This design comes from an exercise in tuning for small area, a short achievable clock period and few clock cycles per item on the open sky130 flow, not from production work.
Where RTL was checked, it was by simulation tests only, not by an equivalence proof against the original.
No activity file was given, so power comes from the tool's default toggle rates.

==> flow/design.v (excerpt) <==
module bm_select (
    input  wire        clk,
    input  wire        rst,
    input  wire [11:0] cfg_dmin,
    input  wire [31:0] cfg_tex,
    input  wire [31:0] cfg_uniq,
    input  wire        cfg_sp,
    input  wire        s_valid,
    output wire        s_ready,
    input  wire [32:0] s_cost,
    input  wire        s_eval,
    input  wire        s_last,
    input  wire [32:0] s_text,
    output wire        m_valid,
    input  wire        m_ready,
    output wire [15:0] m_disp
);
Size in the first run: roughly 2800 cells after synthesis, roughly 360 flip-flops, ~170 I/O pins.
Settings: LEC_CHECK=0, CAP_MARGIN=20, CORE_MARGIN=2, CORE_UTILIZATION=65, CTS_CLUSTER_DIAMETER=80, CTS_CLUSTER_SIZE=20, SLEW_MARGIN=20; clock period 12.0 ns.
standard.sh (not shown) runs the stock make flow with config.mk's settings and CLKGATE_MAP_FILE= SYNTH_SCRIPT=/design/flow/synth_recipe.tcl, a recipe that flattens the netlist after the stock synthesis.
==> flow/flow/run.sh <==
#!/bin/bash
# Standard layout, with the timing repair asked to reach a larger setup slack
# than the default, and plain buffers on the ports.
set -euo pipefail
bash standard.sh SETUP_SLACK_MARGIN=8 "BUFFER_PORTS_ARGS=-buffer_cell sky130_fd_sc_hd__buf_2" finish > standard_flow.log 2>&1
Testbench counts at the start, summed over its fixed seeds: cycles 52,880, pixels 1,280.
Rerun with:
CAP_MARGIN = 5   (was 20)
CORE_UTILIZATION = 70   (was 65)
PLACE_DENSITY = 0.7   (was default)
SLEW_MARGIN = 5   (was 20)
What happened:
- The new run produced a clean layout
- non-clock buffer count goes down by 24
- wire length goes down by 3.0%
- design area goes down by 1.5%
- die area goes down by 7.0%
- clock skew barely changes

Starting RTL as in the previous note.
Design bm_select, start of the top module:
module bm_select (
    input  wire        clk,
    input  wire        rst,
    input  wire [11:0] cfg_dmin,
    input  wire [31:0] cfg_tex,
    input  wire [31:0] cfg_uniq,
    input  wire        cfg_sp,
    input  wire        s_valid,
    output wire        s_ready,
    input  wire [32:0] s_cost,
    input  wire        s_eval,
    input  wire        s_last,
    input  wire [32:0] s_text,
    output wire        m_valid,
    input  wire        m_ready,
    output wire [15:0] m_disp
);
    reg  [32:0] c_r;         
    reg         e_r, l_r, v_r;
    reg  [5:0]  k;           
    reg         pend;        
    reg         mv;
    reg         srdy;
    reg  [15:0] disp;
    reg         found;
    reg  [32:0] B;
    reg  [5:0]  p;
    reg         d2;          
    reg         hasF;
    reg  [32:0] F;
    reg         aok;
    reg  [35:0] A;           
    reg  [34:0] bS;          
    reg  [32:0] prev;
    reg         pe;
    reg         dvo;         
    reg  [2:0]  dst;         
    reg         ds;          
    reg  [2:0]  dn;          
    reg  [4:0]  q;
    reg  [31:0] U;           
    reg         uq_r;        
    reg         uok;         
    reg         rs;          
    reg  [42:0] acc;         
    reg         sat;         
    reg         mact;        
    reg  [4:0]  mi;          
    reg  [1:0]  dig;         
    reg  [11:0] dmin_r;
    reg         sp_r;
    reg         t_gt, t_eq, t_ge;
    assign s_ready = srdy;
    assign m_valid = mv;
    assign m_disp  = disp;
    function automatic lt33(input [32:0] a, input [32:0] b);
        integer i;
        reg r;
        begin
            r = 1'b0;
            for (i = 0; i < 33; i = i + 1)
                r = (~a[i] & b[i]) | (~a[i] & r) | (b[i] & r);
            lt33 = r;
        end
    endfunction
  ...
Settings: LEC_CHECK=0, CAP_MARGIN=20, CORE_MARGIN=2, CORE_UTILIZATION=65, SLEW_MARGIN=20; clock period 12.0 ns.
==> flow/flow/run.sh <==
#!/bin/bash
# Standard layout, with the timing repair asked to reach a larger setup slack
# than the default, and plain buffers on the ports.
set -euo pipefail
bash standard.sh SETUP_SLACK_MARGIN=8.4 "BUFFER_PORTS_ARGS=-buffer_cell sky130_fd_sc_hd__buf_2" finish > standard_flow.log 2>&1
The first run completed with no timing, DRC or antenna violations.
Testbench counts at the start, summed over its fixed seeds: cycles 52,880, pixels 1,280.
Change:
==> flow/flow/run.sh (replaced) <==
#!/bin/bash
# Standard layout, with the timing repair asked to reach a larger setup slack
# than the default, and plain buffers on the ports.
set -euo pipefail
bash standard.sh SETUP_SLACK_MARGIN=8 "BUFFER_PORTS_ARGS=-buffer_cell sky130_fd_sc_hd__buf_2" finish > standard_flow.log 2>&1
- CORE_UTILIZATION: 65 -> 70
- CTS_CLUSTER_DIAMETER: unset -> 90
- CTS_CLUSTER_SIZE: unset -> 24
- PLACE_DENSITY: unset -> 0.7
Die area decreases by 7.0%.
Final area falls by 7.9%.
Synthesized area does not change.
Sequential cell count does not change.
Change:
- CORE_UTILIZATION: 70 -> 72
- PLACE_DENSITY: 0.7 -> 0.72
Outcome: Power increases by 1.1%. Core utilization climbs by 3.1 points. Wire length increases by 6.8%. Non-clock buffer count rose by 29. Final area rises by 0.99%. Worst hold slack improves by 6.1 ps. Maximum frequency went down by 1.8%. Clock power fell by 8.6%. Global-route usage goes up by 2.6 points. Critical path depth goes up by 6. Clock skew rose by 6.0 ps.
Change:
- CORE_UTILIZATION: 72 -> 65
- CTS_CLUSTER_DIAMETER: 90 -> unset
- CTS_CLUSTER_SIZE: 24 -> unset
- PLACE_DENSITY: 0.72 -> unset
Die area is higher by roughly a tenth.
Total power rose by about a fifth.
Setup slack improves by 110 ps.
Wire length decreases by a few percent.

Setup of run A:
The RTL this note starts from:
==> flow/design.v <==
module bm_select (
    input  wire        clk,
    input  wire        rst,
    input  wire [11:0] cfg_dmin,
    input  wire [31:0] cfg_tex,
    input  wire [31:0] cfg_uniq,
    input  wire        cfg_sp,
    input  wire        s_valid,
    output wire        s_ready,
    input  wire [32:0] s_cost,
    input  wire        s_eval,
    input  wire        s_last,
    input  wire [32:0] s_text,
    output wire        m_valid,
    input  wire        m_ready,
    output wire [15:0] m_disp
);
    reg  [32:0] c_r;         
    reg         e_r, l_r, v_r;
    reg  [5:0]  k;           
    reg         pend;        
    reg         mv;
    reg         srdy;
    reg  [15:0] disp;
    reg         found;
    reg  [32:0] B;
    reg  [5:0]  p;
    reg         d2;          
    reg         hasF;
    reg  [32:0] F;
    reg         aok;
    reg  [35:0] A;           
    reg  [34:0] bS;          
    reg  [32:0] prev;
    reg         pe;
    reg         dvo;         
    reg  [2:0]  dst;         
    reg         ds;          
    reg  [2:0]  dn;          
    reg  [4:0]  q;
    reg  [31:0] U;           
    reg         uq_r;        
    reg         uok;         
    reg         rs;          
    reg  [39:0] acc;
    reg         sat;
    reg         mact;        
    reg  [4:0]  mi;          
    reg  [1:0]  dig;         
    reg  [11:0] dmin_r;
    reg         sp_r;
    reg         t_gt, t_eq, t_ge;
    assign s_ready = srdy;
    assign m_valid = mv;
    assign m_disp  = disp;
    function automatic lt33(input [32:0] a, input [32:0] b);
        integer i;
        reg r;
        begin
            r = 1'b0;
            for (i = 0; i < 33; i = i + 1)
                r = (~a[i] & b[i]) | (~a[i] & r) | (b[i] & r);
            lt33 = r;
        end
    endfunction
    function automatic ltt(input [32:0] a, input [32:0] b);
        integer i, w;
        reg [32:0] l, e;
        begin
            l = ~a & b;
            e = ~(a ^ b);
            for (w = 1; w < 33; w = w * 2)
                for (i = 0; i + w < 33; i = i + 2 * w) begin
                    l[i] = l[i + w] | (e[i + w] & l[i]);
                    e[i] = e[i + w] & e[i];
                end
            ltt = l[0];
        end
    endfunction
    wire        fire = s_valid && srdy;
    wire        proc = v_r;
    wire [32:0] c    = c_r;
    wire        k0   = (k == 6'd0);
    wire        fnd  = found && !k0;
    wire        nb   = e_r && (!fnd || lt33(c, B));
    wire        isb  = fnd && !nb && !d2;
    wire        fupd = fnd && !nb && d2 && e_r && (!hasF || lt33(c, F));
    wire        a_lt_f = lt33(A[32:0], F);
    wire        dstart = isb && e_r && aok && sp_r;
    wire mdone   = !rs && !mact;
    wire ddone   = (dst == 3'd0) && !ds;
    wire bg_done = (!found || !hasF || uok) && (!dvo || ddone);
    wire fin     = pend && bg_done && !mv;
    reg  [5:0] k_n;
    reg        pend_n, mv_n, found_n, d2_n, hasF_n, aok_n, pe_n, dvo_n, rs_n;
    reg  [2:0] dst_n;
    reg        ds_n;
    reg  [2:0] dn_n;
    reg        mact_n;
    wire [32:0] V     = {1'b0, U} + 33'd100;
    wire [33:0] Vx    = {1'b0, V};
    wire [4:0] mstart = V[32]           ? 5'd16 :
                        |V[31:24]       ? 5'd15 :
                        |V[23:16]       ? 5'd11 :
                        |V[15:8]        ? 5'd7  : 5'd3;
    always @* begin
        k_n = k; pend_n = pend; found_n = found; d2_n = d2; hasF_n = hasF;
        aok_n = aok; pe_n = pe; dvo_n = dvo; rs_n = 1'b0; mact_n = mact;
        dst_n = {1'b0, dst[2:1]}; ds_n = ds; dn_n = dn;
        mv_n = fin || (mv && !m_ready);
        if (proc && l_r)    pend_n = 1'b1;
        else if (fin)       pend_n = 1'b0;
        if (rs)                 mact_n = 1'b1;
        else if (mi == 5'd0)    mact_n = 1'b0;
        if (dst[0]) begin
            ds_n = 1'b1;
            dn_n = 3'd5;
        end else if (ds) begin
            dn_n = dn - 3'd1;
            if (dn == 3'd1) ds_n = 1'b0;
        end
        if (proc) begin
            k_n  = l_r ? 6'd0 : k + 6'd1;
            pe_n = e_r;
            if (nb) begin
                found_n = 1'b1;
                d2_n    = 1'b0;
                hasF_n  = fnd && (d2 || hasF || aok);
                aok_n   = pe && !k0;
                dvo_n   = 1'b0;
                dst_n   = 3'd0;
                ds_n    = 1'b0;
                rs_n    = 1'b1;
            end else begin
                if (k0) begin
                    found_n = 1'b0;
                    hasF_n  = 1'b0;
                    aok_n   = 1'b0;
                    dvo_n   = 1'b0;
                    dst_n   = 3'd0;
                    ds_n    = 1'b0;
                end
                if (fnd)  d2_n   = 1'b1;
                if (fupd) hasF_n = 1'b1;
                if (dstart) begin
                    dvo_n  = 1'b1;
                    dst_n  = 3'b100;
                    ds_n   = 1'b0;
                end
            end
        end
    end
    wire f_we      = proc && (nb ? (fnd && (d2 || (aok && (!hasF || a_lt_f)))) : fupd);
    wire uok_n     = !f_we && !rs && !mact;
    wire bg_done_n = (!found_n || !hasF_n || uok_n) && (!dvo_n || (dst_n == 3'd0 && !ds_n));
    wire srdy_n    = !(fire && s_last) && (!pend_n || (bg_done_n && !mv_n));
    wire [4:0]  mi_n = rs ? mstart : mi - 5'd1;
    wire        v_hi = dig[1];
    wire        v_lo = dig[0];
    wire [42:0] madd = {1'b0, acc, 2'b00} + (v_hi ? {9'd0, B, 1'b0} : 43'd0)
                                          + (v_lo ? {10'd0, B} : 43'd0);
    wire [35:0] dx    = dst[2] ? A : ds ? {A[34:0], 1'b0} : {1'b0, bS};
    wire [35:0] dy    = dst[0] ? A : ds ? {1'b0, bS} : {3'b0, B};
    wire        dsub  = !(dst[0] || (ds && A[35]));
    wire [35:0] dsum  = dx + (dsub ? ~dy : dy) + {35'd0, dsub};
    wire        qb    = !dsum[35];
    wire [40:0] usum   = {2'b0, F, 6'd0} + {3'b0, F, 5'd0} + {6'b0, F, 2'd0} + {1'b0, ~acc};
    wire        uq     = !hasF || (!sat && uq_r);
    wire        tex_ok = t_gt || (t_eq && t_ge);
    wire        pre_ok = found && tex_ok;
    wire [5:0]  qm     = {1'b0, q} - 6'd15;
    wire [4:0]  off    = dvo ? qm[5:1] : 5'd0;
    wire [11:0] d_ok   = dmin_r + {6'd0, p} - {11'd0, off[4]};
    wire [11:0] d_bad  = dmin_r - 12'd1;
    wire [15:0] val_ok  = sp_r ? {d_ok, off[3:0]} : {{4{d_ok[11]}}, d_ok};
    wire [15:0] val_bad = sp_r ? {d_bad, 4'd0}    : {{4{d_bad[11]}}, d_bad};
    always @(posedge clk) begin
        if (rst) begin
            v_r   <= 1'b0;
            k     <= 6'd0;
            pend  <= 1'b0;
            mv    <= 1'b0;
            srdy  <= 1'b1;
            found <= 1'b0;
            d2    <= 1'b0;
            hasF  <= 1'b0;
            aok   <= 1'b0;
            pe    <= 1'b0;
            dvo   <= 1'b0;
            dst   <= 3'd0;
            ds    <= 1'b0;
            rs    <= 1'b0;
            mact  <= 1'b0;
            uok   <= 1'b0;
        end else begin
            v_r   <= fire;
            k     <= k_n;
            pend  <= pend_n;
            mv    <= mv_n;
            srdy  <= srdy_n;
            found <= found_n;
            d2    <= d2_n;
            hasF  <= hasF_n;
            aok   <= aok_n;
            pe    <= pe_n;
            dvo   <= dvo_n;
            dst   <= dst_n;
            ds    <= ds_n;
            dn    <= dn_n;
            rs    <= rs_n;
            mact  <= mact_n;
            uok   <= uok_n;
        end
    end
    always @(posedge clk) begin
        uq_r <= usum[40];
        if (fin)
            disp <= (pre_ok && uq) ? val_ok : val_bad;
        if (rs || mact) begin
            mi  <= mi_n;
            dig <= {Vx[{mi_n, 1'b1}], Vx[{mi_n, 1'b0}]};
        end
        if (rs) begin
            acc <= 40'd0;
            sat <= 1'b0;
        end else if (mact) begin
            acc <= madd[39:0];
            sat <= sat || (madd[42:40] != 3'd0);
        end
        if (proc && nb)
            A <= {3'b0, prev};
        else if (dst[2] || ds)
            A <= dsum;
        if (dst[1] || dst[0])
            bS <= dsum[34:0];
        else if (proc && fnd && !d2)
            bS <= {2'b0, c};
        if (ds)
            q <= {q[3:0], qb};
        c_r <= s_cost;
        e_r <= s_eval;
        l_r <= s_last;
        if (srdy) begin
            U      <= cfg_uniq;
            dmin_r <= cfg_dmin;
            sp_r   <= cfg_sp;
            t_gt   <= ltt({17'd0, cfg_tex[31:16]}, {16'd0, s_text[32:16]});
            t_eq   <= s_text[32:16] == {1'b0, cfg_tex[31:16]};
            t_ge   <= !ltt({17'd0, s_text[15:0]}, {17'd0, cfg_tex[15:0]});
        end
        if (proc) begin
            prev   <= c;
            if (nb) begin
                B <= c;
                p <= k;
                if (fnd && (d2 || (aok && (!hasF || a_lt_f))))
                    F <= d2 ? B : A[32:0];
            end else if (fupd)
                F <= c;
        end
    end
endmodule
clock: 12.0 ns
lec_check: 0
cap_margin: 20
core_margin: 2
core_utilization: 40
slew_margin: 20
==> flow/flow/run.sh <==
#!/bin/bash
# Standard layout, with the post-placement and post-CTS/GRT timing repair asked
# to reach a larger setup slack than the default.
set -euo pipefail
bash standard.sh SETUP_SLACK_MARGIN=8.6 finish > standard_flow.log 2>&1
Setup changes, run A to run B
==> flow/flow/run.sh <==
#!/bin/bash
# Standard layout, with the post-placement and post-CTS/GRT timing repair asked
# to reach a larger setup slack than the default.
set -euo pipefail
bash standard.sh SETUP_SLACK_MARGIN=8 finish > standard_flow.log 2>&1
### Flow results
Overall power after layout ends up lower on run A.
Compared with run A, run B degrades maximum clock frequency.
In terms of clock latency at the later pin of the worst-skew pair, run A and run B differ only marginally.
The run with more routed wire is run A, not run B.
Side by side, clock group power turned out higher in run B than in run A.
Run B did not stop at any stage, and its layout met the timing, design-rule and antenna checks.
Run B reports a lower number of clock buffers in the layout than run A does.
Run A was larger in final cell area than run B.
Inputs modified between run B and run C:
# run B
export LEC_CHECK = 0
export CAP_MARGIN = 20
export CORE_MARGIN = 2
export CORE_UTILIZATION = 40
export SLEW_MARGIN = 20
create_clock -name core_clock -period 12.0 [get_ports {clk}]
# run C
export LEC_CHECK = 0
export CAP_MARGIN = 20
export CORE_MARGIN = 2
export CORE_UTILIZATION = 65
export CTS_BUF_LIST = sky130_fd_sc_hd__clkbuf_4 sky130_fd_sc_hd__clkbuf_8
export SLEW_MARGIN = 20
create_clock -name core_clock -period 12.0 [get_ports {clk}]
==> flow/flow/run.sh <==
#!/bin/bash
# Standard layout, with the timing repair asked to reach a larger setup slack
# than the default, and plain buffers on the ports.
set -euo pipefail
bash standard.sh SETUP_SLACK_MARGIN=8 "BUFFER_PORTS_ARGS=-buffer_cell sky130_fd_sc_hd__buf_2" finish > standard_flow.log 2>&1
Findings:
Looking at non-clock buffer count, run C sits 24 lower than run B does.
Delta (run C minus run B): fraction of the cycle the final worst path needs fell by 0.34 points; register fraction of the total cell area picked up an extra 1.9 points; global-route usage increased 12 points.
No run of this note included a check of the RTL's function; only the layout flow was run.

## what the ideal ports hide
The results above use ideal ports. As a check the final layouts listed here were re-extracted and re-timed, cells and wires unchanged.
Step 1 sets driving cells, clkbuf_16 on the clock port and buf_2 on the other inputs (assumed; they add their load-dependent delay and slew).
Step 2 times the ports against the registers' clock, not the clock port: input delays grow and output delays shrink by t, the midpoint of the rising clock arrivals with the driver on.
Slacks: ideal ports / drivers / drivers and shift; pairs: ideal ports / drivers.
run	shift t [ns]	setup WS [ns]	worst hold slack (ns)	clock arrival spread, ns
the first run of note 1	0.612	8.026 / 8.026 / 7.798	0.482 / 0.482 / 0.482	0.022 / 0.022
the second run of note 1	0.601	8.004 / 8.004 / 7.790	0.461 / 0.461 / 0.461	0.021 / 0.021
the first run of note 2	0.620	7.999 / 7.999 / 7.841	0.471 / 0.471 / 0.471	0.022 / 0.022
the second run of note 2	0.603	8.012 / 8.012 / 7.785	0.468 / 0.468 / 0.468	0.025 / 0.025
the third run of note 2	0.587	7.937 / 7.937 / 7.732	0.474 / 0.474 / 0.474	0.029 / 0.029
the fourth run of note 2	0.609	8.044 / 8.042 / 7.792	0.479 / 0.479 / 0.479	0.028 / 0.029
run A	0.625	8.236 / 8.236 / 7.899	0.465 / 0.465 / 0.465	0.035 / 0.035
run B	0.639	7.972 / 7.972 / 7.476	0.473 / 0.473 / 0.473	0.024 / 0.025
run C	0.728	8.013 / 8.013 / 7.709	0.463 / 0.463 / 0.463	0.032 / 0.031
After both steps every run listed still meets setup and hold. For run B, which loses most, drivers alone change the setup slack by 0.000 ns; drivers and shift together by -0.496 ns.
